Context: an optimization exercise on an open-source flow, tuned for small area, a short achievable clock period and few clock cycles. The choices shown serve that exercise and are no tape-out recipe. Only simulation tests tie the RTL to the original design; equivalence was not proved. The flow treats the clock pin as an ideal source, which a real chip does not have. Power is estimated from default activity; no workload was simulated.

--- flow/design.v ---
module rspf_deframer #(
    parameter MAX_FRAME   = 132,
    parameter MAX_PAYLOAD = 128
) (
    input  wire       clk,
    input  wire       rst,
    input  wire       in_valid,
    input  wire [7:0] in_data,
    output wire       in_ready,
    output reg        ev_valid,
    input  wire       ev_ready,
    output reg  [2:0] ev_kind,
    output reg  [7:0] ev_data
);
    localparam [2:0] EV_ACK = 3'd1, EV_NACK = 3'd2, EV_INT = 3'd3,
                     EV_REJECT = 3'd4, EV_PKT_BYTE = 3'd5, EV_PKT_END = 3'd6;
    localparam [2:0] C_OK = 3'd0, C_BAD_RLE = 3'd1, C_RAW_DOLLAR = 3'd2,
                     C_OVERSIZE = 3'd3, C_BAD_CK_DIGIT = 3'd4, C_CK_MISMATCH = 3'd5;
    localparam QD = 8;    
    localparam QW = 3;    
    reg [7:0] wp;         
    reg [7:0] rp;         
    reg [7:0] s0, s1;
    reg       s0v, s1v;
    reg       in_rdy;
    wire      stall;
    wire      pop = s0v && !stall;
    wire      acc = in_valid && in_rdy;
    assign in_ready = in_rdy;
    wire       ld_s0 = pop || !s0v;
    wire [7:0] nb    = s1v ? s1 : in_data;
    reg       b_dollar, b_hash, b_star, b_brace, b_int, b_plus, b_minus;
    reg       b_norm, b_rle, hex_ok;
    reg [3:0] hex_val;
    reg [6:0] b_k;
    reg       run_over;      
    reg       run_nospace;   
    wire [7:0] room29;
    wire [7:0] avail29 = 8'd157 - wp + rp;
    always @(posedge clk) begin
        run_nospace <= ld_s0 ? ({1'b0, nb[6:0]} > avail29) : ({1'b0, s0[6:0]} > avail29);
        if (ld_s0) begin
            run_over <= ({1'b0, nb[6:0]} > room29);
            s0       <= nb;
            b_dollar <= (nb == 8'h24);
            b_hash   <= (nb == 8'h23);
            b_star   <= (nb == 8'h2A);
            b_brace  <= (nb == 8'h7D);
            b_int    <= (nb == 8'h03);
            b_plus   <= (nb == 8'h2B);
            b_minus  <= (nb == 8'h2D);
            b_norm   <= !(nb == 8'h24 || nb == 8'h23 || nb == 8'h2A || nb == 8'h7D || nb == 8'h03);
            b_rle    <= (nb >= 8'h20 && nb <= 8'h7E);
            hex_ok   <= (nb >= 8'h30 && nb <= 8'h39) || (nb >= 8'h41 && nb <= 8'h46) ||
                        (nb >= 8'h61 && nb <= 8'h66);
            hex_val  <= nb[6] ? nb[3:0] + 4'd9 : nb[3:0];
            b_k      <= nb[6:0] - 7'd29;
        end
    end
    always @(posedge clk) begin
        if (rst) begin
            s0v    <= 1'b0;
            s1v    <= 1'b0;
            in_rdy <= 1'b0;
        end else begin
            if (ld_s0)
                s0v <= s1v || acc;
            if (ld_s0)
                s1v <= 1'b0;
            else if (acc)
                s1v <= 1'b1;
            in_rdy <= ld_s0 || !(s1v || acc);
        end
    end
    always @(posedge clk)
        if (!ld_s0 && acc)
            s1 <= in_data;
    wire [7:0] b = s0;
    reg [7:0] payload [0:MAX_PAYLOAD-1];
    reg [6:0] w_lo;       
    reg       w_wrap;
    reg       w_en;
    reg [8:0]   q [0:QD-1];    
    reg [QW:0]  qwp, qrp;
    wire        q_full  = (qwp[QW] != qrp[QW]) && (qwp[QW-1:0] == qrp[QW-1:0]);
    wire        q_empty = (qwp == qrp);
    reg       st_hunt, st_body, st_esc, st_rle, st_ck1, st_ck2;
    reg [7:0] rx_sum;
    reg       rx_last_ok;
    reg [7:0] rx_last;
    reg [2:0] rx_bad;
    reg [7:0] rx_wire;
    reg       rx_wire_max;   
    reg       rx_hi_ok;      
    reg [7:0] room29_q;      
    reg       room_zero;     
    assign room29 = room29_q;
    wire good      = (rx_bad == C_OK);
    wire int_in    = !st_hunt && !st_esc && b_int;       
    wire counted   = st_esc || (!st_hunt && !b_int);
    wire summed    = st_esc || st_rle || (st_body && !b_hash && !b_int);
    wire frame_end = st_ck2 && !b_int;
    wire start     = st_hunt && b_dollar;
    wire lit      = st_esc || (st_body && b_norm);
    wire run      = st_rle && b_rle && rx_last_ok;
    wire st       = lit || run;
    wire st_over  = lit ? room_zero : run_over;
    wire full     = (wp[6:0] == rp[6:0]) && (wp[7] != rp[7]);
    wire no_space = lit ? full : run_nospace;
    reg [2:0] cause;
    always @* begin
        cause = C_OK;
        if (rx_wire_max)                              cause = C_OVERSIZE;
        else if (st_body && b_star && !rx_last_ok)    cause = C_BAD_RLE;
        else if (st_body && b_dollar)                 cause = C_RAW_DOLLAR;
        else if (st_rle && !b_rle)                    cause = C_BAD_RLE;
        else if ((st_ck1 || st_ck2) && !hex_ok)       cause = C_BAD_CK_DIGIT;
        else if (st_ck2 && !(rx_hi_ok && hex_val == rx_sum[3:0]))
                                                      cause = C_CK_MISMATCH;
        else if (st && st_over)                       cause = C_OVERSIZE;
    end
    wire       go_bad   = good && counted && (cause != C_OK);
    wire       do_store = good && (cause == C_OK) && st;
    wire [2:0] end_bad  = good ? cause : rx_bad;
    wire push = (st_hunt && (b_plus || b_minus || b_int)) || int_in || frame_end;
    reg [8:0] push_d;
    always @* begin
        if (frame_end && end_bad == C_OK) push_d = {1'b1, wp};
        else if (frame_end)               push_d = {1'b0, EV_REJECT, 2'd0, end_bad};
        else if (b_plus)                  push_d = {1'b0, EV_ACK, 5'd0};
        else if (b_minus)                 push_d = {1'b0, EV_NACK, 5'd0};
        else                              push_d = {1'b0, EV_INT, 5'd0};
    end
    assign stall = (push && q_full) || (st && no_space && !st_over);
    wire [6:0] k     = run ? b_k : 7'd1;
    wire [7:0] wp_st = wp + {1'b0, k};
    wire [7:0] wp_rb = wp + room29 + 8'd99;    
    wire       adv   = pop && !int_in;
    always @(posedge clk) begin
        if (rst) begin
            st_hunt <= 1'b1;
            st_body <= 1'b0;
            st_esc  <= 1'b0;
            st_rle  <= 1'b0;
            st_ck1  <= 1'b0;
            st_ck2  <= 1'b0;
            wp      <= 8'd0;
        end else begin
            if (adv) begin
                st_hunt <= (st_hunt && !b_dollar) || st_ck2;
                st_body <= start || st_esc || st_rle || (st_body && !b_brace && !b_star && !b_hash);
                st_esc  <= st_body && b_brace;
                st_rle  <= st_body && b_star;
                st_ck1  <= st_body && b_hash;
                st_ck2  <= st_ck1;
            end
            if (pop && (do_store || go_bad))
                wp <= do_store ? wp_st : wp_rb;
        end
    end
    always @(posedge clk) begin
        if (pop && (start || (counted && summed)))
            rx_sum <= start ? 8'd0 : rx_sum + b;
        if (pop && (start || st))
            rx_last_ok <= !start;
        if (pop && lit)
            rx_last <= st_esc ? (b ^ 8'h20) : b;
        if (pop && (start || go_bad))
            rx_bad <= start ? C_OK : cause;
        if (pop && (start || counted)) begin
            rx_wire     <= start ? 8'd1 : rx_wire + 1'b1;
            rx_wire_max <= !start && (rx_wire_max || rx_wire == MAX_FRAME - 1);
        end
        if (pop && st_ck1 && !b_int)
            rx_hi_ok <= hex_ok && (hex_val == rx_sum[7:4]);
        if (pop && (start || do_store)) begin
            room29_q  <= start ? 8'd157 : room29 - {1'b0, k};
            room_zero <= !start && (room29 - {1'b0, k} == 8'd29);
        end
    end
    always @(posedge clk) begin
        if (rst)
            w_en <= 1'b0;
        else
            w_en <= pop && do_store;
        w_lo   <= wp[6:0];
        w_wrap <= wp_st[7] != wp[7];
    end
    wire [6:0] w_hi = wp[6:0];
    genvar gi;
    generate
        for (gi = 0; gi < MAX_PAYLOAD; gi = gi + 1) begin : g_pl
            wire ge_lo = (gi[6:4] > w_lo[6:4]) || (gi[6:4] == w_lo[6:4] && gi[3:0] >= w_lo[3:0]);
            wire ge_hi = (gi[6:4] > w_hi[6:4]) || (gi[6:4] == w_hi[6:4] && gi[3:0] >= w_hi[3:0]);
            always @(posedge clk)
                if (w_en && ((ge_lo && !ge_hi) || (w_wrap && (ge_lo || !ge_hi))))
                    payload[gi] <= rx_last;
        end
    endgenerate
    reg         hv;
    reg  [8:0]  qh;
    wire        ld     = hv && (!ev_valid || ev_ready);
    wire        is_pkt = qh[8];
    wire        more   = is_pkt && (rp != qh[7:0]);
    wire        h_take = !hv || (ld && !more);
    reg [7:0]  rl;
    reg [15:0] rm;
    reg [7:0]  rd;
    reg [7:0]  grp;
    integer    gj, gg;
    always @* begin
        rd = 8'd0;
        for (gg = 0; gg < 16; gg = gg + 1) begin
            grp = 8'd0;
            for (gj = 0; gj < 8; gj = gj + 1)
                grp = grp | (payload[gg*8+gj] & {8{rl[gj]}});
            rd = rd | (grp & {8{rm[gg]}});
        end
    end
    always @(posedge clk) begin
        if (pop && push)
            q[qwp[QW-1:0]] <= push_d;
    end
    always @(posedge clk) begin
        if (rst) begin
            qwp      <= {(QW+1){1'b0}};
            qrp      <= {(QW+1){1'b0}};
            hv       <= 1'b0;
            rp       <= 8'd0;
            rl       <= 8'd1;
            rm       <= 16'd1;
            ev_valid <= 1'b0;
        end else begin
            if (pop && push)
                qwp <= qwp + 1'b1;
            if (h_take) begin
                hv <= !q_empty;
                if (!q_empty)
                    qrp <= qrp + 1'b1;
            end
            if (ld) begin
                ev_valid <= 1'b1;
                if (more) begin
                    rp <= rp + 1'b1;
                    rl <= {rl[6:0], rl[7]};
                    if (rl[7])
                        rm <= {rm[14:0], rm[15]};
                end
            end else if (ev_ready) begin
                ev_valid <= 1'b0;
            end
        end
    end
    always @(posedge clk)
        if (h_take)
            qh <= q[qrp[QW-1:0]];
    always @(posedge clk) begin
        if (ld) begin
            ev_kind <= more ? EV_PKT_BYTE : is_pkt ? EV_PKT_END : qh[7:5];
            ev_data <= more ? rd : is_pkt ? 8'd0 : {5'd0, qh[2:0]};
        end
    end
endmodule
--- flow/run.sh ---
#!/bin/bash
# synth_recipe.tcl (not shown) runs the flow's synth.tcl, then flattens the netlist and writes it again
# the make line also repeats each setting of config.mk as NAME=value (left out here)
make -C /OpenROAD-flow-scripts/flow DESIGN_CONFIG=/design/flow/config.mk WORK_HOME=/design/flow/orfs CLKGATE_MAP_FILE= SYNTH_SCRIPT=/design/flow/synth_recipe.tcl finish
--- flow/config.mk ---
export PLATFORM = sky130hd
export DESIGN_NAME = rspf_deframer
export DESIGN_NICKNAME = rspf_deframer
export VERILOG_FILES = /design/flow/design.v
export SDC_FILE = /design/flow/constraint.sdc
export NUM_CORES = 4
export LEC_CHECK = 0
export CAP_MARGIN = 20
export CORE_MARGIN = 2
export CORE_UTILIZATION = 40
export PLACE_DENSITY = 0.6
export SETUP_SLACK_MARGIN = 3.0
export SLEW_MARGIN = 20
export TNS_END_PERCENT = 100
--- flow/constraint.sdc ---
create_clock -name core_clock -period 5.5 [get_ports {clk}]
set_input_delay 1.1000 -clock core_clock [delete_from_list [all_inputs] [get_ports {clk}]]
set_output_delay 1.1000 -clock core_clock [all_outputs]
set_load 0.01 [all_outputs]
==> impl_metrics.toml, run 1 <==
[status]
status = "complete, no violations"

[floorplanning]
dieArea_mm2 = 0.134
rows = 132
dieHeight_um = 366
io_pins = 25
coreArea_mm2 = 0.130
die_w_um = 366
start_util_pct = 40.3

[layout]
drive_gt1_share_pct = 19.9
postLayoutCellArea_mm2 = 0.0620
nets = 3881
layout_commonest_cell = "edfxtp_1"
multi_input_area_mm2 = 0.0152
final_cells = 5631
seqCellArea_mm2 = 0.0373
layout.cells.most_common_list = "edfxtp_1 (1,193), a22oi_1 (530), nand2_1 (176)"
fill_cells = 11000
area_delta_synth_final_pct = 18.7

[power_and_ir_drop]
power_frac_clock_pct = 44.9
pwr_density_cell_mw_per_mm2 = 315
power_switching_mw = 3.92
ir_drop_mv = 0.306
p_int_mw = 15.6
leakage_nw = 19.8
p_seq_share_pct = 53.4
swShare_pct = 20.1
comb_power_share_pct = 1.7

[critical_path]
r2r_cells = 10
cp-endpoint = "wp[0]"
cp-start-kind = "flip-flop"
r2r-start = "hex_val[1]"
crit_path_start = "hex_val[1]"
reg2reg_to = "wp[0]"
worstSetupPathType = "flip-flop to flip-flop"
crit_fanout = 6
crit_path_end_kind = "flip-flop"
crit_arrival_ns = 3.41
cp.required_ns = 6.11
rrSetupSlack_ns = 2.70

[yosys]
synth-seq-cells = 1262
synth_cells = 3628
synthSimpleGateAreaFrac_pct = 7.27
syn-num-nets = 3722
synth_fa_ha_area_share_pct = 3.14
synth_edf_count = 1193
synthXorXnorAreaFrac_pct = 1.26
synth_flop_cell = "edfxtp_1"
syn-cell-area_mm2 = 0.0523
synthArstFlopShare_pct = 0
yosys_warnings = 2
synthDistinctLibCells = 74
ys_seq_area_share_pct = 71.2
synthMuxAreaShare_pct = 1.45
synth_top_family_by_area = "compound AO/OA/AOI/OAI gates"
synth-compound-area-share_pct = 13.3
synth.avg_cell_area_um2 = 14.4

[sta]
period_needed_ns = 2.80
max_slew.worst_pin.slew_ns = 1.00
finalSetupTns_ns = 0
post-route-period-util_pct = 50.9
clock.fmax_mhz = 357
whs_ns = 0.522
slew_viol_final = 0
setup_viol = 0
fin_skew_ns = 0.0368
finalHoldViolCount = 0
relSlewSlack_pct = 33.2
rsz0062_at_grt = "yes"

[grt]
grt.busiest_layer = "met2"
grtUsageTotal_pct = 23.7
grt_max_degree = 90
met1_usage_pct = 33.6
grt_antenna_before_repair = 3
grt_pass1_wl_um = 229000
overflow = 0
grt_use_met2_pct = 36.3
grt_pass1_vias = 31964
met3_usage_pct = 4.63

[placement]
port_buffers = 24
routabilityCongestion = 0.927
placed_cells = 5251
dp_hpwl_um = 95300
placed_cell_area_mm2 = 0.0549

[worst_hold_path]
min-delay-start = "s0[7]"
hp-class = "flip-flop to flip-flop"

[clock_tree]
cts_tree = "built"
clk_latency_ns = 0.76
cts_max_level = 4
cts_sinks = 1262
cts_root_buffer = "clkbuf_16"
cts_hold_buf = 0
clkTransAtPathRegs_ns = 0.06
cts_inserted_buffers = 131
clockBufferDepth = 3

[routing]
num_vias = 33936
wl_per_cell_um = 28.7
drt-initial-drc-count = 4742
drc_errors = 0
ant_nets = 0
drt_first_pass_iters = 6
drt-vias-per-instance = 6.03
wl_um = 162000

[flow_run]
drv_cap = 0
-- stage by stage --
| step | utilization, % | power [mW] | setup WS (ns) |
|---|---|---|---|
| floorplan | - | 10.8 | 2.65 |
| global placement | 42.3 | 10.9 | 1.70 |
| detailed placement | 42.3 | 10.9 | 1.59 |
| CTS | 47.1 | 19.6 | 2.73 |
| global route | 47.9 | 20.0 | 2.55 |
| finish | 47.9 | 19.5 | 2.70 |
-- final cells by class --
class	count	area share, %
flip-flops and latches	1262	60.1
repair buffers	272	4.58
well taps	1742	3.51
clock inverters	70	1.13
multi-input cells	2042	24.5
diodes	1	0.00403
inverters	77	0.534
clock buffers	164	5.65
repair inverters	1	0.0121
-- critical path: stages, from the launching register on --
cell and delay (ns):
edfxtp_1 0.44, xnor2_2 0.19, nand3_2 0.14, o32a_1 0.34, o41a_1 0.41, and2_4 0.22
a2111oi_4 0.38, buf_4 0.19, buf_8 0.13, mux2i_1 0.19, nor2_1 0.05
-- cells by family (layout without fill, tap and decap cells) --
kind of cell | Yosys count | after routing
and+or+nand+nor | 763 | 766
DFF | 1262 | 1262
other | 0 | 1
AOI/OAI and AO/OA | 1008 | 1009
buffers and inverters | 328 | 584
muxes | 52 | 52
xor gates and xnor gates | 75 | 75
adders and majority gates | 140 | 140
-- registers in the layout, indices dropped and copies added (netlist names), 3 cells and up --
name	count
s0	8
rl	8
rp	8
w_lo	7
rx_wire	8
room29_q	8
hex_val	4
qh	9
ev_kind	3
b_k	7
wp	8
rm	16
rx_sum	8
ev_data	8
s1	8
payload	1024
qwp	4
q	72
rx_bad	3
rx_last	8
qrp	4
-- synth_stat cells (27+ instances only) --
| library cell | n | share of area, % |
|---|---|---|
| nand4_1 | 155 | 1.9 |
| nor3_1 | 29 | 0.28 |
| dfxtp_1 | 69 | 2.6 |
| xnor2_1 | 50 | 0.84 |
| o21a_1 | 27 | 0.39 |
| o21ai_0 | 140 | 1.3 |
| and2_1 | 74 | 0.89 |
| nor2_1 | 190 | 1.4 |
| a22oi_1 | 576 | 8.3 |
| a21boi_0 | 37 | 0.53 |
| nand2_1 | 184 | 1.3 |
| maj3_1 | 58 | 1.1 |
| clkbuf_1 | 232 | 1.7 |
| inv_1 | 74 | 0.53 |
| nand3_1 | 27 | 0.26 |
| nor2b_1 | 28 | 0.34 |
| a21oi_1 | 126 | 1.2 |
| ha_1 | 77 | 1.8 |
| edfxtp_1 | 1193 | 69 |
-- metal layers --
layer / up-vias / wire, um
li1: 14617 / -
met1: 17152 / 66700
met2: 1843 / 73200
met3: 322 / 15800
met4: 2 / 5870
met5: - / 10
-- worst min path at each step --
stage               slack (ns)  cells after the start         end
finish                    0.52                      0  rx_last[7]
global route              0.54                      0  rx_last[7]
CTS                       0.52                      0  rx_last[7]
detailed placement        0.52                      0  rx_last[7]
global placement          0.52                      0  rx_last[7]
floorplan                 0.35                      0     w_lo[5]
-- repair_timing --
item                       4_1_cts  5_1_grt
gates cloned                     8        3
setup endpoints to repair     1135      733
pin swaps                       60       69
setup buffers                   86       48
resized for setup              271      142
-- power by group through the flow --
stage | logic [mW] | clock network [mW] | registers [mW]
floorplan | 0.195 | 0 | 10.6
global placement | 0.300 | 0 | 10.6
detailed placement | 0.300 | 0 | 10.6
CTS | 0.324 | 8.83 | 10.4
global route | 0.367 | 9.18 | 10.4
finish | 0.341 | 8.76 | 10.4
Testbench counts, summed over its fixed seeds: cycles 10,100.
==> inputs of run 2 (changes only) <==
--- a/flow/design.v
+++ b/flow/design.v
@@ -20,5 +20,7 @@
     localparam QW = 3;    
     reg [7:0] wp;         
+    reg [7:0] fs;         
     reg [7:0] rp;         
+    reg [7:0] room;       
     reg [7:0] s0, s1;
     reg       s0v, s1v;
@@ -30,16 +32,13 @@
     wire       ld_s0 = pop || !s0v;
     wire [7:0] nb    = s1v ? s1 : in_data;
-    reg       b_dollar, b_hash, b_star, b_brace, b_int, b_plus, b_minus;
+    wire [6:0] nb_k  = nb[6:0] - 7'd29;       
+    reg  [7:0] avail29;                       
+    reg       b_dollar, b_hash, b_star, b_brace, b_int, b_sig, b_plus, b_minus;
     reg       b_norm, b_rle, hex_ok;
     reg [3:0] hex_val;
     reg [6:0] b_k;
     reg       run_over;      
-    reg       run_nospace;   
-    wire [7:0] room29;
-    wire [7:0] avail29 = 8'd157 - wp + rp;
-    always @(posedge clk) begin
-        run_nospace <= ld_s0 ? ({1'b0, nb[6:0]} > avail29) : ({1'b0, s0[6:0]} > avail29);
+    always @(posedge clk) begin
         if (ld_s0) begin
-            run_over <= ({1'b0, nb[6:0]} > room29);
             s0       <= nb;
             b_dollar <= (nb == 8'h24);
@@ -50,4 +49,5 @@
             b_plus   <= (nb == 8'h2B);
             b_minus  <= (nb == 8'h2D);
+            b_sig    <= (nb == 8'h2B) || (nb == 8'h2D) || (nb == 8'h03);
             b_norm   <= !(nb == 8'h24 || nb == 8'h23 || nb == 8'h2A || nb == 8'h7D || nb == 8'h03);
             b_rle    <= (nb >= 8'h20 && nb <= 8'h7E);
@@ -55,5 +55,6 @@
                         (nb >= 8'h61 && nb <= 8'h66);
             hex_val  <= nb[6] ? nb[3:0] + 4'd9 : nb[3:0];
-            b_k      <= nb[6:0] - 7'd29;
+            b_k      <= nb_k;
+            run_over <= ({1'b0, nb_k} > room);
         end
     end
@@ -93,7 +94,5 @@
     reg       rx_wire_max;   
     reg       rx_hi_ok;      
-    reg [7:0] room29_q;      
     reg       room_zero;     
-    assign room29 = room29_q;
     wire good      = (rx_bad == C_OK);
     wire int_in    = !st_hunt && !st_esc && b_int;       
@@ -107,33 +106,45 @@
     wire st_over  = lit ? room_zero : run_over;
     wire full     = (wp[6:0] == rp[6:0]) && (wp[7] != rp[7]);
-    wire no_space = lit ? full : run_nospace;
+    wire run_nospace = ({1'b0, b[6:0]} > avail29);
+    wire ck_bad   = !hex_ok || !(rx_hi_ok && hex_val == rx_sum[3:0]);
+    wire bad_rle  = (st_body && b_star && !rx_last_ok) || (st_rle && !b_rle);
+    wire bad_dol  = st_body && b_dollar;
+    wire bad_dig  = (st_ck1 || st_ck2) && !hex_ok;
+    wire bad_mis  = st_ck2 && ck_bad;
+    wire bad_ovr  = rx_wire_max || (st && st_over);
+    wire go_bad   = good && counted && (bad_rle || bad_dol || bad_dig || bad_mis || bad_ovr);
     reg [2:0] cause;
     always @* begin
-        cause = C_OK;
-        if (rx_wire_max)                              cause = C_OVERSIZE;
-        else if (st_body && b_star && !rx_last_ok)    cause = C_BAD_RLE;
-        else if (st_body && b_dollar)                 cause = C_RAW_DOLLAR;
-        else if (st_rle && !b_rle)                    cause = C_BAD_RLE;
-        else if ((st_ck1 || st_ck2) && !hex_ok)       cause = C_BAD_CK_DIGIT;
-        else if (st_ck2 && !(rx_hi_ok && hex_val == rx_sum[3:0]))
-                                                      cause = C_CK_MISMATCH;
-        else if (st && st_over)                       cause = C_OVERSIZE;
-    end
-    wire       go_bad   = good && counted && (cause != C_OK);
-    wire       do_store = good && (cause == C_OK) && st;
-    wire [2:0] end_bad  = good ? cause : rx_bad;
-    wire push = (st_hunt && (b_plus || b_minus || b_int)) || int_in || frame_end;
+        if (rx_wire_max)   cause = C_OVERSIZE;
+        else if (bad_rle)  cause = C_BAD_RLE;
+        else if (bad_dol)  cause = C_RAW_DOLLAR;
+        else if (bad_dig)  cause = C_BAD_CK_DIGIT;
+        else if (bad_mis)  cause = C_CK_MISMATCH;
+        else               cause = C_OVERSIZE;
+    end
+    wire do_store = st && good && !rx_wire_max && !st_over;
+    reg [2:0] end_bad;
+    always @* begin
+        if (!good)              end_bad = rx_bad;
+        else if (rx_wire_max)   end_bad = C_OVERSIZE;
+        else if (!hex_ok)       end_bad = C_BAD_CK_DIGIT;
+        else if (ck_bad)        end_bad = C_CK_MISMATCH;
+        else                    end_bad = C_OK;
+    end
+    wire push = st_ck2 || (st_hunt && b_sig) || int_in;
     reg [8:0] push_d;
-    always @* begin
-        if (frame_end && end_bad == C_OK) push_d = {1'b1, wp};
-        else if (frame_end)               push_d = {1'b0, EV_REJECT, 2'd0, end_bad};
-        else if (b_plus)                  push_d = {1'b0, EV_ACK, 5'd0};
-        else if (b_minus)                 push_d = {1'b0, EV_NACK, 5'd0};
-        else                              push_d = {1'b0, EV_INT, 5'd0};
-    end
-    assign stall = (push && q_full) || (st && no_space && !st_over);
+    always @*
+        if (st_ck2 && !b_int)
+            push_d = (end_bad == C_OK) ? {1'b1, wp} : {1'b0, EV_REJECT, 2'd0, end_bad};
+        else if (st_hunt && b_plus)
+            push_d = {1'b0, EV_ACK, 5'd0};
+        else if (st_hunt && b_minus)
+            push_d = {1'b0, EV_NACK, 5'd0};
+        else
+            push_d = {1'b0, EV_INT, 5'd0};
+    assign stall = (push && q_full) ||
+                   (lit && full && !room_zero) || (run && run_nospace && !run_over);
     wire [6:0] k     = run ? b_k : 7'd1;
     wire [7:0] wp_st = wp + {1'b0, k};
-    wire [7:0] wp_rb = wp + room29 + 8'd99;    
     wire       adv   = pop && !int_in;
     always @(posedge clk) begin
@@ -156,8 +167,10 @@
             end
             if (pop && (do_store || go_bad))
-                wp <= do_store ? wp_st : wp_rb;
-        end
-    end
-    always @(posedge clk) begin
+                wp <= do_store ? wp_st : fs;
+        end
+    end
+    always @(posedge clk) begin
+        if (pop && start)
+            fs <= wp;
         if (pop && (start || (counted && summed)))
             rx_sum <= start ? 8'd0 : rx_sum + b;
@@ -175,6 +188,6 @@
             rx_hi_ok <= hex_ok && (hex_val == rx_sum[7:4]);
         if (pop && (start || do_store)) begin
-            room29_q  <= start ? 8'd157 : room29 - {1'b0, k};
-            room_zero <= !start && (room29 - {1'b0, k} == 8'd29);
+            room      <= start ? MAX_PAYLOAD : room - {1'b0, k};
+            room_zero <= !start && (run ? (room == {1'b0, b_k}) : (room == 8'd1));
         end
     end
@@ -198,4 +211,7 @@
         end
     endgenerate
+    always @(posedge clk)
+        if (push && !q_full)
+            q[qwp[QW-1:0]] <= push_d;
     reg         hv;
     reg  [8:0]  qh;
@@ -217,8 +233,4 @@
             rd = rd | (grp & {8{rm[gg]}});
         end
-    end
-    always @(posedge clk) begin
-        if (pop && push)
-            q[qwp[QW-1:0]] <= push_d;
     end
     always @(posedge clk) begin
@@ -255,4 +267,6 @@
         if (h_take)
             qh <= q[qrp[QW-1:0]];
+    always @(posedge clk)
+        avail29 <= rp - wp + 8'd157;
     always @(posedge clk) begin
         if (ld) begin
--- a/flow/config.mk
+++ b/flow/config.mk
@@ -9,6 +9,8 @@
 export CORE_MARGIN = 2
 export CORE_UTILIZATION = 40
+export CTS_CLUSTER_DIAMETER = 80
+export CTS_CLUSTER_SIZE = 22
 export PLACE_DENSITY = 0.6
-export SETUP_SLACK_MARGIN = 3.0
+export SETUP_SLACK_MARGIN = 2.7
 export SLEW_MARGIN = 20
 export TNS_END_PERCENT = 100
==> impl_metrics.toml, run 2 <==
[yosys]
synth_most_common_cell = "edfxtp_1"
synth_top_cell_by_area = "edfxtp_1"
synthDistinctLibCells = 73
synth.avg_cell_area_um2 = 14.7
syn-cell-area_mm2 = 0.0523
synth_edf_count = 1202
synth_flop_cell = "edfxtp_1"
yosys_warnings = 2
synth-seq-cells = 1278
synth_cells = 3557
synth_area_leaders = "edfxtp_1 (69%), a22oi_1 (8.3%), dfxtp_1 (2.9%)"
yosysTopAreaCellShare_pct = 69.0
post_synth_most_frequent_cells = "edfxtp_1 (1,202), a22oi_1 (577), clkbuf_1 (225)"
ys_seq_area_share_pct = 71.9
synthArstFlopShare_pct = 0
syn-num-nets = 3630

[floorplanning]
io_pins = 25
die_w_um = 366
dieArea_mm2 = 0.134
rows = 132
dieHeight_um = 366
start_util_pct = 40.4
coreArea_mm2 = 0.130

[grt]
grtUsageTotal_pct = 22.0
grt_pass1_vias = 30462
grt_pass1_wl_um = 216000
grt_max_degree = 89
overflow = 0
grt_antenna_before_repair = 1

[sta]
finalSetupTns_ns = 0
whs_ns = 0.496
clock.fmax_mhz = 352
slew_viol_final = 0
finalWorstSetupSlack_ns = 2.66
period_needed_ns = 2.84
relSlewSlack_pct = 28.3
fin_skew_ns = 0.0239
post-route-period-util_pct = 51.7
max_slew.worst_pin.slew_ns = 1.07
finalHoldViolCount = 0
setup_viol = 0
rsz0062_at_grt = "yes"

[routing]
drt-vias-per-instance = 6.09
num_vias = 32344
drt-initial-drc-count = 4248
wl_per_cell_um = 28.4
wl_um = 151000
ant_nets = 0
drt_first_pass_iters = 6
drc_errors = 0

[power_and_ir_drop]
power_mw = 16.6
comb_power_share_pct = 2.8
p_seq_share_pct = 63.6
leakage_nw = 17.6
pwr_density_cell_mw_per_mm2 = 289
swShare_pct = 20.6
ir_drop_mv = 0.275
power_frac_clock_pct = 33.6
power_switching_mw = 3.43
p_int_mw = 13.2

[layout]
drive_gt1_share_pct = 10.6
postLayoutCellArea_mm2 = 0.0575
fill_cells = 11403
layout.cells.most_common_list = "edfxtp_1 (1,202), a22oi_1 (560), nor2_1 (167)"
area_delta_synth_final_pct = 9.86
final_cells = 5314
finalCoreUtilization_pct = 44.3
top_register = "payload"
layout_commonest_cell = "edfxtp_1"
largest_reg_flops = 1024
nets = 3606

[clock_tree]
cts_hold_buf = 0
cts_root_buffer = "clkbuf_16"
cts_sinks = 1278
cts_tree = "built"
clockBufferDepth = 3
cts_inserted_buffers = 70
clk_latency_ns = 0.68
clkTransAtPathRegs_ns = 0.09
cts_max_level = 3

[placement]
dp_hpwl_um = 92200
placed_cell_area_mm2 = 0.0547
placed_cells = 5170
port_buffers = 24
routabilityCongestion = 0.972
dp_slack_ns = 1.83

[critical_path]
critical-path-top-delay-family = "simple AND/OR/NAND/NOR gates"
crit_fanout = 65
cpMaxStageDelayCell = "dfxtp_4"
crit_top_cell = "nand4_1"
crit_path_end_kind = "flip-flop"
crit_chain = "buf_12 -> a22oi_1 -> nand4_1 -> a22oi_2 -> nand4_1 -> nor2_2 -> nor2_1"
crit_buf_inv = 1
slowest_delay_ns = 0.55
worstSetupPathType = "flip-flop to flip-flop"
crit_arrival_ns = 3.26
cp-start-kind = "flip-flop"
cp.required_ns = 5.92

[flow_run]
drv_cap = 0

[status]
status = "complete, no violations"

[worst_hold_path]
hp-class = "flip-flop to flip-flop"
==> run 2: changes by cell type after synthesis, moves of 8 or more <==
cell	delta
nand2_1	-56
a21oi_1	-12
nor2_1	-8
and2_1	+21
maj3_1	+19
edfxtp_1	+9
mux2i_1	+18
xnor2_1	-24
o21a_1	-8
ha_1	-20
==> run 2: power groups by stage <==
stage | Combinational [mW] | Sequential [mW] | Clock, mW
finish | 0.461 | 10.6 | 5.58
global route | 0.498 | 10.6 | 5.95
global placement | 0.439 | 10.8 | 0
CTS | 0.452 | 10.6 | 5.64
floorplan | 0.281 | 10.8 | 0
detailed placement | 0.443 | 10.8 | 0
==> run 2: routing by layer <==
metal,GRT usage (%),routed length [um],up-vias
li1,-,-,13957
met1,32.3,64900,16532
met2,34.1,69000,1631
met3,3.36,12800,224
met4,5.82,4150,0
met5,0,0,-
==> run 2: worst reg2reg max path, cell delays in order, from the launching register on <==
cell     delay (ns)
dfxtp_4        0.55
buf_12         0.33
a22oi_1        0.30
nand4_1        0.39
a22oi_2        0.40
nand4_1        0.16
nor2_2         0.36
nor2_1         0.09
==> run 2: cell families after synthesis <==
family / share of synthesized area (%)
buffers and inverters: 2.32
adders and majority gates: 2.99
DFF: 71.9
xor gates and xnor gates: 0.954
AOI/OAI and AO/OA: 12.8
muxes: 1.84
and+or+nand+nor: 7.23
==> run 2: timing repair <==
item,in CTS,in global routing
setup buffers,10,22
gates cloned,0,1
gates resized for setup,64,62
pin swaps,5,12
setup endpoints to repair,598,523
==> run 2: path summary, 6_finish.rpt <==
| path | start | endpoint | slack, ns | depth (start not counted) |
|---|---|---|---|---|
| worst max-delay path | rl[0] | ev_data[6] | 2.66 | 7 |
| worst min-delay path | wp[0] | w_lo[0] | 0.50 | 0 |
| worst max register to register | rl[0] | ev_data[6] | 2.66 | 7 |
| worst min register to register | wp[0] | w_lo[0] | 0.50 | 0 |
==> run 2: area by class of cell <==
cell class,count,area (um2),share of cell area [%]
sequential,1278,37700,65.5
clock buffer,96,1900,3.31
inverter,73,277,0.481
clock inverter,12,116,0.202
multi-input combinational,1963,14000,24.3
antenna,3,7.51,0.0131
tap,1742,2180,3.79
timing repair buffer,147,1360,2.37
Testbench counts of run 2, summed over its fixed seeds: cycles 10,100.
==> inputs of run 3 (changes only) <==
--- a/flow/design.v
+++ b/flow/design.v
@@ -80,4 +80,5 @@
     reg [7:0] payload [0:MAX_PAYLOAD-1];
     reg [6:0] w_lo;       
+    reg [6:0] w_hi;
     reg       w_wrap;
     reg       w_en;
@@ -198,14 +199,30 @@
             w_en <= pop && do_store;
         w_lo   <= wp[6:0];
+        w_hi   <= wp_st[6:0];
         w_wrap <= wp_st[7] != wp[7];
     end
-    wire [6:0] w_hi = wp[6:0];
+    wire [3:0] glo = w_lo[6:3], ghi = w_hi[6:3];
+    wire       same = (glo == ghi) && !w_wrap;    
+    reg  [7:0] lo_ge, hi_lt;                       
+    reg [15:0] g_in, g_first, g_last, g_only;
+    integer    ii;
+    always @* begin
+        for (ii = 0; ii < 8; ii = ii + 1) begin
+            lo_ge[ii] = (ii >= w_lo[2:0]);
+            hi_lt[ii] = (ii < w_hi[2:0]);
+        end
+        for (ii = 0; ii < 16; ii = ii + 1) begin
+            g_in[ii]    = w_en && (w_wrap ? (ii > glo || ii < ghi) : (ii > glo && ii < ghi));
+            g_first[ii] = w_en && !same && (ii == glo);
+            g_last[ii]  = w_en && !same && (ii == ghi);
+            g_only[ii]  = w_en && same && (ii == glo);
+        end
+    end
     genvar gi;
     generate
         for (gi = 0; gi < MAX_PAYLOAD; gi = gi + 1) begin : g_pl
-            wire ge_lo = (gi[6:4] > w_lo[6:4]) || (gi[6:4] == w_lo[6:4] && gi[3:0] >= w_lo[3:0]);
-            wire ge_hi = (gi[6:4] > w_hi[6:4]) || (gi[6:4] == w_hi[6:4] && gi[3:0] >= w_hi[3:0]);
             always @(posedge clk)
-                if (w_en && ((ge_lo && !ge_hi) || (w_wrap && (ge_lo || !ge_hi))))
+                if (g_in[gi/8] || (g_first[gi/8] && lo_ge[gi%8]) || (g_last[gi/8] && hi_lt[gi%8]) ||
+                    (g_only[gi/8] && lo_ge[gi%8] && hi_lt[gi%8]))
                     payload[gi] <= rx_last;
         end
==> impl_metrics.toml, run 3 <==
[status]
status = "complete, no violations"

[yosys]
yosys_warnings = 2
syn-cell-area_mm2 = 0.0513
synthArstFlopShare_pct = 0
synth.avg_cell_area_um2 = 15.3
synth_most_common_cell = "edfxtp_1"
post_synth_most_frequent_cells = "edfxtp_1 (1,202), a22oi_1 (583), clkbuf_1 (184)"
synth_edf_count = 1202
synth_flop_cell = "edfxtp_1"
synthDistinctLibCells = 77
yosysTopAreaCellShare_pct = 70.4
synth_area_leaders = "edfxtp_1 (70%), a22oi_1 (8.5%), dfxtp_1 (3.2%)"
synth_top_cell_by_area = "edfxtp_1"
syn-num-nets = 3423
synth_cells = 3350
synth-seq-cells = 1285
ys_seq_area_share_pct = 73.6

[critical_path]
crit_arrival_ns = 3.12
cpMaxStageDelayCell = "nor3_2"
cp.required_ns = 5.71
path_depth = 6
crit_fanout = 8
r2r-start = "w_hi[3]"
slowest_delay_ns = 0.51
cp-start-kind = "flip-flop"
reg2reg_to = "payload[44][2]"
worstSetupPathType = "flip-flop to flip-flop"
crit_buf_inv = 0
crit_path_end_kind = "flip-flop"
crit_top_cell = "nand3_1"
critical-path-top-delay-family = "simple AND/OR/NAND/NOR gates"
r2r_cells = 6
crit_chain = "xnor2_1 -> nand3_1 -> nor3_2 -> a21oi_1 -> nand3_1 -> nand3_1"
rrSetupSlack_ns = 2.59
crit_path_start = "w_hi[3]"
cp-endpoint = "payload[44][2]"

[grt]
grtUsageTotal_pct = 22.7
grt_pass1_wl_um = 218000
overflow = 0
grt_max_degree = 129
grt_antenna_before_repair = 3
grt_pass1_vias = 30367

[sta]
finalWorstSetupSlack_ns = 2.59
fin_skew_ns = 0.0320
finalHoldViolCount = 0
clock.fmax_mhz = 344
max_slew.worst_pin.slew_ns = 1.13
setup_viol = 0
relSlewSlack_pct = 24.9
finalSetupTns_ns = 0
post-route-period-util_pct = 52.9
rsz0062_at_grt = "yes"
slew_viol_final = 0
period_needed_ns = 2.91

[placement]
port_buffers = 24
dp_hpwl_um = 95100
routabilityCongestion = 0.968
dp_slack_ns = 1.72

[floorplanning]
dieArea_mm2 = 0.131
coreArea_mm2 = 0.127
rows = 131
io_pins = 25
die_w_um = 362
start_util_pct = 40.3
dieHeight_um = 362

[layout]
antenna_cells = 0
layout_commonest_cell = "edfxtp_1"
top_register = "payload"
largest_reg_flops = 1024
finalCoreUtilization_pct = 45.8
drive_gt1_share_pct = 14.6
area_delta_synth_final_pct = 13.7
layout.cells.most_common_list = "edfxtp_1 (1,202), a22oi_1 (574), nand4_1 (152)"
nets = 3460

[clock_tree]
cts_tree = "built"
clockBufferDepth = 3
cts_root_buffer = "clkbuf_16"
cts_hold_buf = 0
clk_latency_ns = 0.68
cts_sinks = 1285
clkTransAtPathRegs_ns = 0.09
cts_max_level = 3
cts_inserted_buffers = 70

[power_and_ir_drop]
ir_drop_mv = 0.277
leakage_nw = 18.0
pwr_density_cell_mw_per_mm2 = 286

[routing]
drt_first_pass_iters = 5
drt-vias-per-instance = 6.22
num_vias = 31663
wl_per_cell_um = 29.8
drt-initial-drc-count = 3823
wl_um = 152000
ant_nets = 0
drc_errors = 0

[worst_hold_path]
hp-class = "flip-flop to flip-flop"

[flow_run]
drv_cap = 0
run 3: cell count changes in the layout (fill, tap and decap cells not counted), moves of 11 or more:
cell	delta
o21ai_0	-101
and2_1	-75
maj3_1	-67
o221ai_4	+59
nand3_1	+51
nor2_1	-49
buf_12	+31
a21boi_0	-24
nand3_2	+17
a22oi_1	+14
nor3_2	+14
nor3_4	+11
o211ai_1	+11
run 3: cell families (layout without fill, tap and decap cells):
group | after synthesis | after routing | share of synthesized area [%]
adders and majority gates | 71 | 71 | 1.74
xor gates and xnor gates | 61 | 61 | 1.04
DFF | 1285 | 1285 | 73.6
and+or+nand+nor | 677 | 677 | 6.87
muxes | 72 | 72 | 1.88
AOI/OAI and AO/OA | 900 | 900 | 12.7
buffers and inverters | 284 | 363 | 2.16
run 3: area by class of cell:
cell class / instances / area [um2]
Clock buffer: 103 / 1940
Inverter: 76 / 290
Tap cell: 1662 / 2080
Fill cell: 10918 / 69000
Timing Repair Buffer: 173 / 1900
Multi-Input combinational cell: 1781 / 14200
Clock inverter: 11 / 109
Sequential cell: 1285 / 37800
run 3: worst min-delay path by stage:
stage                     start       to  slack (ns)  cells past startpoint
final                     wp[0]  w_lo[0]        0.41                      0
after global routing      wp[0]  w_lo[0]        0.43                      0
after CTS                 wp[0]  w_lo[0]        0.41                      0
after detailed placement  wp[0]  w_lo[0]        0.40                      0
after global placement    wp[0]  w_lo[0]        0.39                      0
after floorplan           wp[0]  w_lo[0]        0.37                      0
run 3: per-stage QoR:
stage                     power, mW  hold WS [ns]  std cells  cell area, um2
after global placement         11.3         0.385       4905           53600
after floorplan                11.1         0.365       3350           51300
final                          16.7         0.413       5091           58300
after detailed placement       11.3         0.396       4905           53600
after global routing           17.1         0.431       5091           58300
after CTS                      16.8         0.408       5058           57500
run 3: routing by layer:
layer	GRT usage [%]	wire length [um]	part of all wire (%)	up-vias
li1	-	-	-	13556
met1	32.0	62000	41	16222
met2	35.5	70600	47	1615
met3	4.23	14000	9.2	268
met4	7.01	5220	3.4	2
met5	0	19	0.013	-
run 3: timing repair:
action,CTS,global route
resized for setup,212,76
endpoints found under the setup margin,1113,917
pin swaps,32,37
setup buffers,39,33
run 3: power breakdown:
group | internal [mW] | leakage [nW] | switching (mW)
Combinational | 0.192 | 5.41 | 0.265
Sequential | 10.6 | 11.6 | 0.0501
Clock | 2.50 | 0.986 | 3.13
Testbench counts of run 3, summed over its fixed seeds: cycles 10,100.
==> inputs of run 4 (changes only) <==
--- a/flow/design.v
+++ b/flow/design.v
@@ -240,13 +240,13 @@
     reg [15:0] rm;
     reg [7:0]  rd;
-    reg [7:0]  grp;
+    reg [7:0]  col;
     integer    gj, gg;
     always @* begin
         rd = 8'd0;
-        for (gg = 0; gg < 16; gg = gg + 1) begin
-            grp = 8'd0;
-            for (gj = 0; gj < 8; gj = gj + 1)
-                grp = grp | (payload[gg*8+gj] & {8{rl[gj]}});
-            rd = rd | (grp & {8{rm[gg]}});
+        for (gj = 0; gj < 8; gj = gj + 1) begin
+            col = 8'd0;
+            for (gg = 0; gg < 16; gg = gg + 1)
+                col = col | (payload[gg*8+gj] & {8{rm[gg]}});
+            rd = rd | (col & {8{rl[gj]}});
         end
     end
==> impl_metrics.toml, run 4 <==
[status]
status = "complete, no violations"

[placement]
placed_cell_area_mm2 = 0.0539
port_buffers = 24
routabilityCongestion = 1.05
dp_hpwl_um = 104000

[routing]
ant_nets = 0
wl_per_cell_um = 33.8
wl_um = 170000
drt-initial-drc-count = 4682
top_layer = "met4"
wl_met3_um = 18800
num_vias = 32579
wl_met2_um = 75600
wl_met1_um = 69700
drt-vias-per-instance = 6.49
drc_errors = 0
drt_first_pass_iters = 7

[clock_tree]
clkTransAtPathRegs_ns = 0.10
cts_max_level = 3
cts_hold_buf = 0
cts_inserted_buffers = 70
clk_latency_ns = 0.69
clockBufferDepth = 3
cts_root_buffer = "clkbuf_16"
cts_sinks = 1285
cts_tree = "built"

[yosys]
synth_edf_count = 1202
syn-cell-area_mm2 = 0.0514
synth_top_cell_by_area = "edfxtp_1"
syn-num-nets = 3296
synthDistinctLibCells = 85
synth.avg_cell_area_um2 = 15.9
synthArstFlopShare_pct = 0
synth_most_common_cell = "edfxtp_1"
synth_area_leaders = "edfxtp_1 (70%), a22o_1 (4.5%), a221oi_1 (4.5%)"
synth_flop_cell = "edfxtp_1"
yosys_warnings = 2
synth_cells = 3223
ys_seq_area_share_pct = 73.5
yosysTopAreaCellShare_pct = 70.3
post_synth_most_frequent_cells = "edfxtp_1 (1,202), a22o_1 (263), a221oi_1 (261)"
synth-seq-cells = 1285

[sta]
period_needed_ns = 2.88
clock.fmax_mhz = 347
fin_skew_ns = 0.0413
setup_viol = 0
slew_viol_final = 0
max_slew.worst_pin.slew_ns = 1.21
relSlewSlack_pct = 19.3
finalHoldViolCount = 0
finalSetupTns_ns = 0
post-route-period-util_pct = 52.4
rsz0062_at_grt = "yes"

[floorplanning]
rows = 131
coreArea_mm2 = 0.128
io_pins = 25
die_w_um = 362
dieArea_mm2 = 0.131
start_util_pct = 40.3
dieHeight_um = 362

[power_and_ir_drop]
power_mw = 16.6
leakage_nw = 18.4
pwr_density_cell_mw_per_mm2 = 284
ir_drop_mv = 0.254

[worst_hold_path]
min-delay-start = "wp[0]"
hp-class = "flip-flop to flip-flop"

[critical_path]
cp.required_ns = 5.80
crit_arrival_ns = 3.19
r2r-start = "w_en"
crit_path_end_kind = "flip-flop"
crit_fanout = 15
worstSetupPathType = "flip-flop to flip-flop"
cp-start-kind = "flip-flop"
crit_path_start = "w_en"

[grt]
grt_pass1_wl_um = 236000
grt_pass1_vias = 30780
grtUsageTotal_pct = 25.1
overflow = 0
grt_antenna_before_repair = 3
grt_max_degree = 79

[flow_run]
drv_cap = 0

[layout]
drive_gt1_share_pct = 16.8
postLayoutCellArea_mm2 = 0.0584
area_delta_synth_final_pct = 13.7
largest_reg_flops = 1024
fill_cells = 11072
layout_commonest_cell = "edfxtp_1"
nets = 3394
finalCoreUtilization_pct = 45.8
layout.cells.most_common_list = "edfxtp_1 (1,202), a22o_1 (263), a221oi_1 (230)"
top_register = "payload"
run 4: final cells by class:
type	instances	area (um2)	area share (%)
multi-input cells	1648	13700	23.5
repair buffers	237	2400	4.11
diodes	1	2.50	0.00429
clock inverters	14	166	0.285
clock buffers	96	1870	3.20
inverters	79	298	0.510
well taps	1662	2080	3.56
flip-flops and latches	1285	37900	64.8
run 4: kinds of logic (layout without fill, tap and decap cells):
kind of cell	Yosys count	in the layout	share of synthesized area, %
flops	1285	1285	73.5
buf+inv	291	426	2.27
fa+ha+maj	74	74	1.80
simple gates	534	535	5.33
compound gates	911	911	14.2
xor+xnor	58	58	0.989
other cells	0	1	0
mux	70	70	1.89
run 4: critical path, stage by stage (launching register included):
cell	delay, ns
dfxtp_2	0.56
nand2_1	0.11
or2_2	0.47
nor2_1	0.30
nand2_1	0.40
o221ai_2	0.65
run 4: path summary, 6_finish.rpt:
check                                      end  slack (ns)  cells past startpoint
worst max-delay path            payload[53][6]        2.62                      5
worst min-delay path                   w_lo[0]        0.43                      0
worst max register to register  payload[53][6]        2.62                      5
worst min register to register         w_lo[0]        0.43                      0
run 4: timing repair:
action	CTS	global route
gates resized for setup	163	93
cloned	0	1
endpoints found under the setup margin	1126	763
pin swaps	34	28
buffers inserted	46	44
run 4: routing by layer:
layer | GRT usage [%] | vias to the layer above
met2 | 38.2 | 1903
met4 | 7.53 | 0
li1 | - | 13460
met5 | 0 | -
met3 | 5.56 | 292
met1 | 36.1 | 16924
run 4: stage by stage:
step	std cells	hold WS [ns]	worst slack, ns
6_report	5022	0.427	2.62
5_1_grt	5021	0.430	2.55
4_1_cts	4975	0.417	2.48
3_5_place_dp	4819	0.400	1.61
3_3_place_gp	4817	0.389	1.59
2_1_floorplan	3223	0.365	2.61
run 4: where the power goes:
| group | switching, mW | total, mW | internal [mW] |
|---|---|---|---|
| logic | 0.194 | 0.347 | 0.153 |
| registers | 0.0388 | 10.6 | 10.6 |
| clock network | 3.17 | 5.62 | 2.44 |
| total | 3.41 | 16.6 | 13.2 |
Testbench counts of run 4, summed over its fixed seeds: cycles 10,100.
==> inputs of run 5 (changes only) <==
==> flow/flow/run.sh (new file) <==
#!/bin/bash
# The standard layout, with one more setup-repair pass after clock tree
# synthesis (ORFS's own pass there only resizes within a cell footprint and
# stops early). Each tool's output goes to a log of its own in this folder.
set -euo pipefail
R=orfs/results/${FLOW_PLATFORM}/rspf_deframer/base
bash standard.sh cts > flow_std_cts.log 2>&1
REPAIR_ODB=$R/4_cts.odb REPAIR_SDC=$R/4_cts.sdc REPAIR_MARGIN=3.0 \
    openroad -no_init -exit flow/repair.tcl > flow_repair.log 2>&1
bash standard.sh finish > flow_std_finish.log 2>&1
test -f out/final.def
==> flow/flow/repair.tcl (new file) <==
# One setup-repair pass on the clock-tree-synthesised layout, then legalise.
set plat $::env(FLOW_HOME)/platforms/$::env(FLOW_PLATFORM)
read_liberty $plat/lib/sky130_fd_sc_hd__tt_025C_1v80.lib
read_db $::env(REPAIR_ODB)
read_sdc $::env(REPAIR_SDC)
source $plat/setRC.tcl
set_dont_use [list sky130_fd_sc_hd__probe_p_8 sky130_fd_sc_hd__probec_p_8 sky130_fd_sc_hd__lpflow_*]
estimate_parasitics -placement
report_worst_slack
report_design_area
repair_timing -setup -setup_margin $::env(REPAIR_MARGIN) -repair_tns 100 -verbose
set_placement_padding -global -left 0 -right 0
detailed_placement
check_placement -verbose
estimate_parasitics -placement
report_worst_slack
report_design_area
write_db $::env(REPAIR_ODB)
==> flow/standard.sh (new file) <==
#!/bin/bash
# synth_recipe.tcl (not shown) runs the flow's synth.tcl, then flattens the netlist and writes it again
# the make line also repeats each setting of config.mk as NAME=value (left out here)
make -C /OpenROAD-flow-scripts/flow DESIGN_CONFIG=/design/flow/config.mk WORK_HOME=/design/flow/orfs CLKGATE_MAP_FILE= SYNTH_SCRIPT=/design/flow/synth_recipe.tcl "${@:-finish}"
removed: flow/run.sh
==> impl_metrics.toml, run 5 <==
[routing]
wl_um = 175000
num_vias = 33143
drt-initial-drc-count = 4765
wl_per_cell_um = 34.3
drt-vias-per-instance = 6.49
drt_first_pass_iters = 9
ant_nets = 0
drc_errors = 0

[yosys]
synthMuxAreaShare_pct = 1.89
ys_seq_area_share_pct = 73.5
synth.avg_cell_area_um2 = 15.9
synthSimpleGateAreaFrac_pct = 5.33
post_synth_most_frequent_cells = "edfxtp_1 (1,202), a22o_1 (263), a221oi_1 (261)"
synthXorXnorAreaFrac_pct = 0.989
synth_top_cell_by_area = "edfxtp_1"
synth_edf_count = 1202
synth-compound-area-share_pct = 14.2
synth_most_common_cell = "edfxtp_1"
synthDistinctLibCells = 85
synth-seq-cells = 1285
synth_fa_ha_area_share_pct = 1.80
yosysTopAreaCellShare_pct = 70.3
syn-cell-area_mm2 = 0.0514
synthArstFlopShare_pct = 0
synth_cells = 3223
syn-num-nets = 3296
yosys_warnings = 2
synth_flop_cell = "edfxtp_1"
synth_top_family_by_area = "compound AO/OA/AOI/OAI gates"
synth_area_leaders = "edfxtp_1 (70%), a22o_1 (4.5%), a221oi_1 (4.5%)"

[clock_tree]
cts_max_level = 3
cts_inserted_buffers = 70
cts_tree = "built"
clockBufferDepth = 3
clk_latency_ns = 0.69
cts_sinks = 1285
clkTransAtPathRegs_ns = 0.09
cts_root_buffer = "clkbuf_16"

[grt]
grt_pass1_vias = 31870
grt_pass1_wl_um = 245000
grt_max_degree = 79
grt_antenna_before_repair = 5
grtUsageTotal_pct = 26.2
overflow = 0

[critical_path]
crit_arrival_ns = 3.12
cp.required_ns = 5.86
crit_fanout = 13
cp-start-kind = "flip-flop"
worstSetupPathType = "flip-flop to flip-flop"
crit_path_end_kind = "flip-flop"

[sta]
finalSetupTns_ns = 0
fin_skew_ns = 0.0385
relSlewSlack_pct = 24.7
period_needed_ns = 2.76
rsz0062_at_grt = "no"
finalHoldViolCount = 0
max_slew.worst_pin.slew_ns = 1.13
slew_viol_final = 0
post-route-period-util_pct = 50.2
clock.fmax_mhz = 362
finalWorstSetupSlack_ns = 2.74
setup_viol = 0

[floorplanning]
dieArea_mm2 = 0.131
io_pins = 25
rows = 131
dieHeight_um = 362
start_util_pct = 40.3
die_w_um = 362
coreArea_mm2 = 0.128

[layout]
area_delta_synth_final_pct = 17.1
nets = 3477
layout_commonest_cell = "edfxtp_1"
fill_cells = 10895
top_register = "payload"
drive_gt1_share_pct = 21.6
antenna_cells = 0
largest_reg_flops = 1024
layout.cells.most_common_list = "edfxtp_1 (1,202), a22o_1 (260), a221oi_1 (200)"
postLayoutCellArea_mm2 = 0.0601

[power_and_ir_drop]
pwr_density_cell_mw_per_mm2 = 276
leakage_nw = 19.3
ir_drop_mv = 0.255
power_mw = 16.6

[placement]
routabilityCongestion = 1.05
dp_hpwl_um = 104000
port_buffers = 24
placed_cell_area_mm2 = 0.0539
dp_slack_ns = 1.61

[flow_run]
drv_cap = 0

[worst_hold_path]
hp-class = "flip-flop to flip-flop"

[status]
status = "complete, no violations"
[run 5: cell counts after synthesis]
Identical to the previous run, type by type.
[run 5: layout make-up]
cell class | count | area [um2] | share of cell area (%)
Clock inverter | 14 | 166 | 0.277
Multi-Input combinational cell | 1651 | 14400 | 24.0
Clock buffer | 96 | 1870 | 3.11
Timing Repair Buffer | 317 | 3440 | 5.72
Sequential cell | 1285 | 37900 | 63.0
Tap cell | 1662 | 2080 | 3.46
Inverter | 79 | 299 | 0.497
[run 5: final timing paths]
| path | startpoint | endpoint | slack [ns] | cells after the start |
|---|---|---|---|---|
| min | wp[6] | w_lo[6] | 0.42 | 0 |
| max | rm[13] | ev_data[4] | 2.74 | 7 |
| max reg2reg | rm[13] | ev_data[4] | 2.74 | 7 |
| min reg2reg | wp[6] | w_lo[6] | 0.42 | 0 |
[run 5: worst max-delay path, stage by stage (launching register included)]
cell,delay (ns)
dfxtp_4,0.45
buf_4,0.22
buf_12,0.18
a22o_1,0.24
a221oi_1,0.27
nand4_1,0.33
a22oi_1,0.46
a31oi_1,0.27
[run 5: timing repair]
item	CTS	global route
setup endpoints to repair	1126	0
gates resized for setup	163	0
setup buffers	46	0
hold buffers	0	0
[run 5: logic make-up after synthesis]
family                   after synthesis
flip-flops                          1285
buffers and inverters                291
AND/OR/NAND/NOR                      534
adder cells (fa/ha/maj)               74
XOR/XNOR                              58
AO/OA/AOI/OAI                        911
multiplexers                          70
[run 5: routing by layer]
layer / track usage (%) / share of wire, % / vias to the layer above
li1: - / - / 13655
met1: 37.0 / 41 / 17142
met2: 39.5 / 44 / 2010
met3: 7.05 / 12 / 330
met4: 8.53 / 3.6 / 6
met5: 0 / 0.023 / -
[run 5: through the flow]
stage / std cells / hold WS (ns) / utilization [%]
2_1_floorplan: 3223 / 0.365 / -
3_3_place_gp: 4817 / 0.389 / 42.3
3_5_place_dp: 4819 / 0.400 / 42.3
4_1_cts: 4975 / 0.417 / 45.0
5_1_grt: 5104 / 0.432 / 47.1
6_report: 5104 / 0.422 / 47.1
[run 5: power by group]
group | total [mW] | internal, mW | switching (mW)
registers | 10.6 | 10.6 | 0.0398
logic | 0.378 | 0.169 | 0.209
clock network | 5.63 | 2.45 | 3.18
total | 16.6 | 13.2 | 3.43
==> inputs of run 6 (changes only) <==
--- a/flow/design.v
+++ b/flow/design.v
@@ -240,13 +240,13 @@
     reg [15:0] rm;
     reg [7:0]  rd;
-    reg [7:0]  col;
+    reg [7:0]  grp;
     integer    gj, gg;
     always @* begin
         rd = 8'd0;
-        for (gj = 0; gj < 8; gj = gj + 1) begin
-            col = 8'd0;
-            for (gg = 0; gg < 16; gg = gg + 1)
-                col = col | (payload[gg*8+gj] & {8{rm[gg]}});
-            rd = rd | (col & {8{rl[gj]}});
+        for (gg = 0; gg < 16; gg = gg + 1) begin
+            grp = 8'd0;
+            for (gj = 0; gj < 8; gj = gj + 1)
+                grp = grp | (payload[gg*8+gj] & {8{rl[gj]}});
+            rd = rd | (grp & {8{rm[gg]}});
         end
     end
==> impl_metrics.toml, run 6 <==
[yosys]
synth.avg_cell_area_um2 = 15.3
synth_flop_cell = "edfxtp_1"
syn-cell-area_mm2 = 0.0513
synthArstFlopShare_pct = 0
synth_area_leaders = "edfxtp_1 (70%), a22oi_1 (8.5%), dfxtp_1 (3.2%)"
synthSimpleGateAreaFrac_pct = 6.87
synthXorXnorAreaFrac_pct = 1.04
synth_top_family_by_area = "compound AO/OA/AOI/OAI gates"
synth_cells = 3350
yosysTopAreaCellShare_pct = 70.4
synth-compound-area-share_pct = 12.7
synth_edf_count = 1202
synth-seq-cells = 1285
syn-num-nets = 3423
synth_top_cell_by_area = "edfxtp_1"
post_synth_most_frequent_cells = "edfxtp_1 (1,202), a22oi_1 (583), clkbuf_1 (184)"
synthDistinctLibCells = 77
synth_most_common_cell = "edfxtp_1"
synthMuxAreaShare_pct = 1.88
ys_seq_area_share_pct = 73.6
yosys_warnings = 2
synth_fa_ha_area_share_pct = 1.74

[layout]
finalCoreUtilization_pct = 46.6
layout.cells.most_common_list = "edfxtp_1 (1,202), a22oi_1 (566), nand4_1 (152)"
area_delta_synth_final_pct = 15.6
top_register = "payload"
largest_reg_flops = 1024
drive_gt1_share_pct = 17.6
layout_commonest_cell = "edfxtp_1"
nets = 3511

[floorplanning]
rows = 131
coreArea_mm2 = 0.127
die_w_um = 362
dieHeight_um = 362
start_util_pct = 40.3
io_pins = 25
dieArea_mm2 = 0.131

[power_and_ir_drop]
pwr_density_cell_mw_per_mm2 = 282
leakage_nw = 18.7
ir_drop_mv = 0.277

[placement]
routabilityCongestion = 0.968
port_buffers = 24
dp_hpwl_um = 95100

[worst_hold_path]
hp-class = "flip-flop to flip-flop"
hold_depth = 0

[critical_path]
worstSetupPathType = "flip-flop to flip-flop"
cpMaxStageDelayCell = "a22oi_1"
crit_chain = "buf_4 -> buf_12 -> a22oi_1 -> nand4_1 -> a22oi_1 -> nand4_1 -> nor2_1 -> nor2_1"
cp.required_ns = 5.92
slowest_delay_ns = 0.70
cp-start-kind = "flip-flop"
r2r_cells = 8
crit_path_end_kind = "flip-flop"
crit_arrival_ns = 3.13
crit_fanout = 14

[routing]
ant_nets = 0
wl_um = 159000
drt-vias-per-instance = 6.33
drc_errors = 0
num_vias = 32558
drt_first_pass_iters = 6
drt-initial-drc-count = 4170
wl_per_cell_um = 30.8

[grt]
grt_use_met2_pct = 37.3
grt_antenna_before_repair = 3
met1_usage_pct = 33.7
grt_max_degree = 129
grtUsageTotal_pct = 23.9
grt_pass1_wl_um = 228000
grt_pass1_vias = 31496
met3_usage_pct = 4.55
grt.busiest_layer = "met2"
overflow = 0

[clock_tree]
cts_max_level = 3
cts_hold_buf = 0
cts_tree = "built"
clkTransAtPathRegs_ns = 0.09
cts_sinks = 1285
clk_latency_ns = 0.67
clockBufferDepth = 3
cts_inserted_buffers = 70
cts_root_buffer = "clkbuf_16"

[sta]
clock.fmax_mhz = 369
setup_viol = 0
post-route-period-util_pct = 49.3
period_needed_ns = 2.71
rsz0062_at_grt = "no"
relSlewSlack_pct = 27.6
finalHoldViolCount = 0
max_slew.worst_pin.slew_ns = 1.08
slew_viol_final = 0
fin_skew_ns = 0.0295
finalSetupTns_ns = 0

[flow_run]
drv_cap = 0

[status]
status = "complete, no violations"
[run 6: cell types whose count changed after synthesis, moves of 13 or more]
| cell | change |
|---|---|
| a22oi_1 | +556 |
| a22o_1 | -261 |
| a221oi_1 | -258 |
| nand4_1 | +73 |
| nand3_1 | +63 |
| clkbuf_1 | +33 |
| buf_1 | -26 |
| nand2_1 | +23 |
| a31oi_1 | -21 |
| a221o_1 | -19 |
| a21oi_1 | +17 |
| nor2_1 | -13 |
[run 6: logic make-up (layout without fill, tap and decap cells)]
family / count (synthesis) / count (layout)
xor gates and xnor gates: 61 / 61
and+or+nand+nor: 677 / 678
muxes: 72 / 72
DFF: 1285 / 1285
other: 0 / 3
adders and majority gates: 71 / 71
buffers and inverters: 284 / 413
AOI/OAI and AO/OA: 900 / 900
[run 6: power by group]
group	switching, mW	internal, mW	total (mW)
sequential	0.0454	10.6	10.6
combinational	0.281	0.197	0.479
clock	3.13	2.50	5.63
[run 6: cell type report]
type	instances	area [um2]
Antenna cell	3	7.51
Sequential cell	1285	37800
Timing Repair Buffer	223	2510
Clock buffer	103	1940
Tap cell	1662	2080
Inverter	76	290
Clock inverter	11	109
Multi-Input combinational cell	1782	14600
Fill cell	10821	68000
[run 6: metal layers]
metal	vias up	routed length, um	part of all wire (%)
met1	16706	64000	40
met5	-	28	0.018
met2	1850	73100	46
met4	4	5900	3.7
met3	315	15600	9.9
li1	13683	-	-
[run 6: critical path: cells and delay by family, from the launching register on]
kind                   cells  cell delay (ns)
AOI/OAI and AO/OA          2             0.91
buffers and inverters      2             0.44
DFF                        1             0.48
and+or+nand+nor            4             0.61
[run 6: final timing paths]
check              from         end  slack (ns)
hold reg to reg   wp[0]     w_lo[0]        0.45
setup / recovery  rl[0]  ev_data[5]        2.79
setup reg to reg  rl[0]  ev_data[5]        2.79
hold / removal    wp[0]     w_lo[0]        0.45
[run 6: stage by stage]
stage	power (mW)	std cells	worst slack [ns]	hold WS, ns	area (um2)
floorplan	11.1	3350	2.61	0.365	51300
global placement	11.3	4905	1.83	0.385	53600
detailed placement	11.3	4905	1.72	0.396	53600
CTS	16.8	5058	2.60	0.408	57500
global route	17.2	5142	2.75	0.464	59300
finish	16.7	5145	2.79	0.445	59300
[run 6: timing repair]
item | in CTS | in global routing
gates resized for setup | 212 | 0
endpoints found under the setup margin | 1113 | 0
setup buffers | 39 | 0
Testbench counts of run 6, summed over its fixed seeds: cycles 10,100.

-- re-timing with driven ports --
How much do the figures lean on ideal ports? The routed layouts below were timed once more, with nothing changed but the port constraints. Step 1: set_driving_cell puts a clkbuf_16 on clk and a buf_2 on each other input, an assumption about the parent block. Step 2, shift: input delay + t, output delay - t, t = (earliest + latest rising clock arrival at the registers) / 2. This alone moves slack from input paths to output paths. Three values: ideal ports, drivers, drivers and shift; two values: the first two.
| run | t, ns | slack for setup (ns) | worst register clock-pin slew, ns |
|---|---|---|---|
| run 1 | 0.818 | 2.702 / 2.702 / 2.361 | 0.07 / 0.07 |
| run 2 | 0.741 | 2.658 / 2.658 / 2.123 | 0.09 / 0.09 |
| run 3 | 0.730 | 2.592 / 2.592 / 2.086 | 0.10 / 0.10 |
| run 4 | 0.742 | 2.615 / 2.615 / 2.135 | 0.10 / 0.10 |
| run 5 | 0.747 | 2.741 / 2.741 / 2.257 | 0.10 / 0.10 |
| run 6 | 0.730 | 2.788 / 2.788 / 2.283 | 0.10 / 0.10 |
After both steps setup and hold are still met in every run listed. For run 2, which loses most, drivers alone change the setup slack by 0.000 ns; drivers and shift together by -0.535 ns.
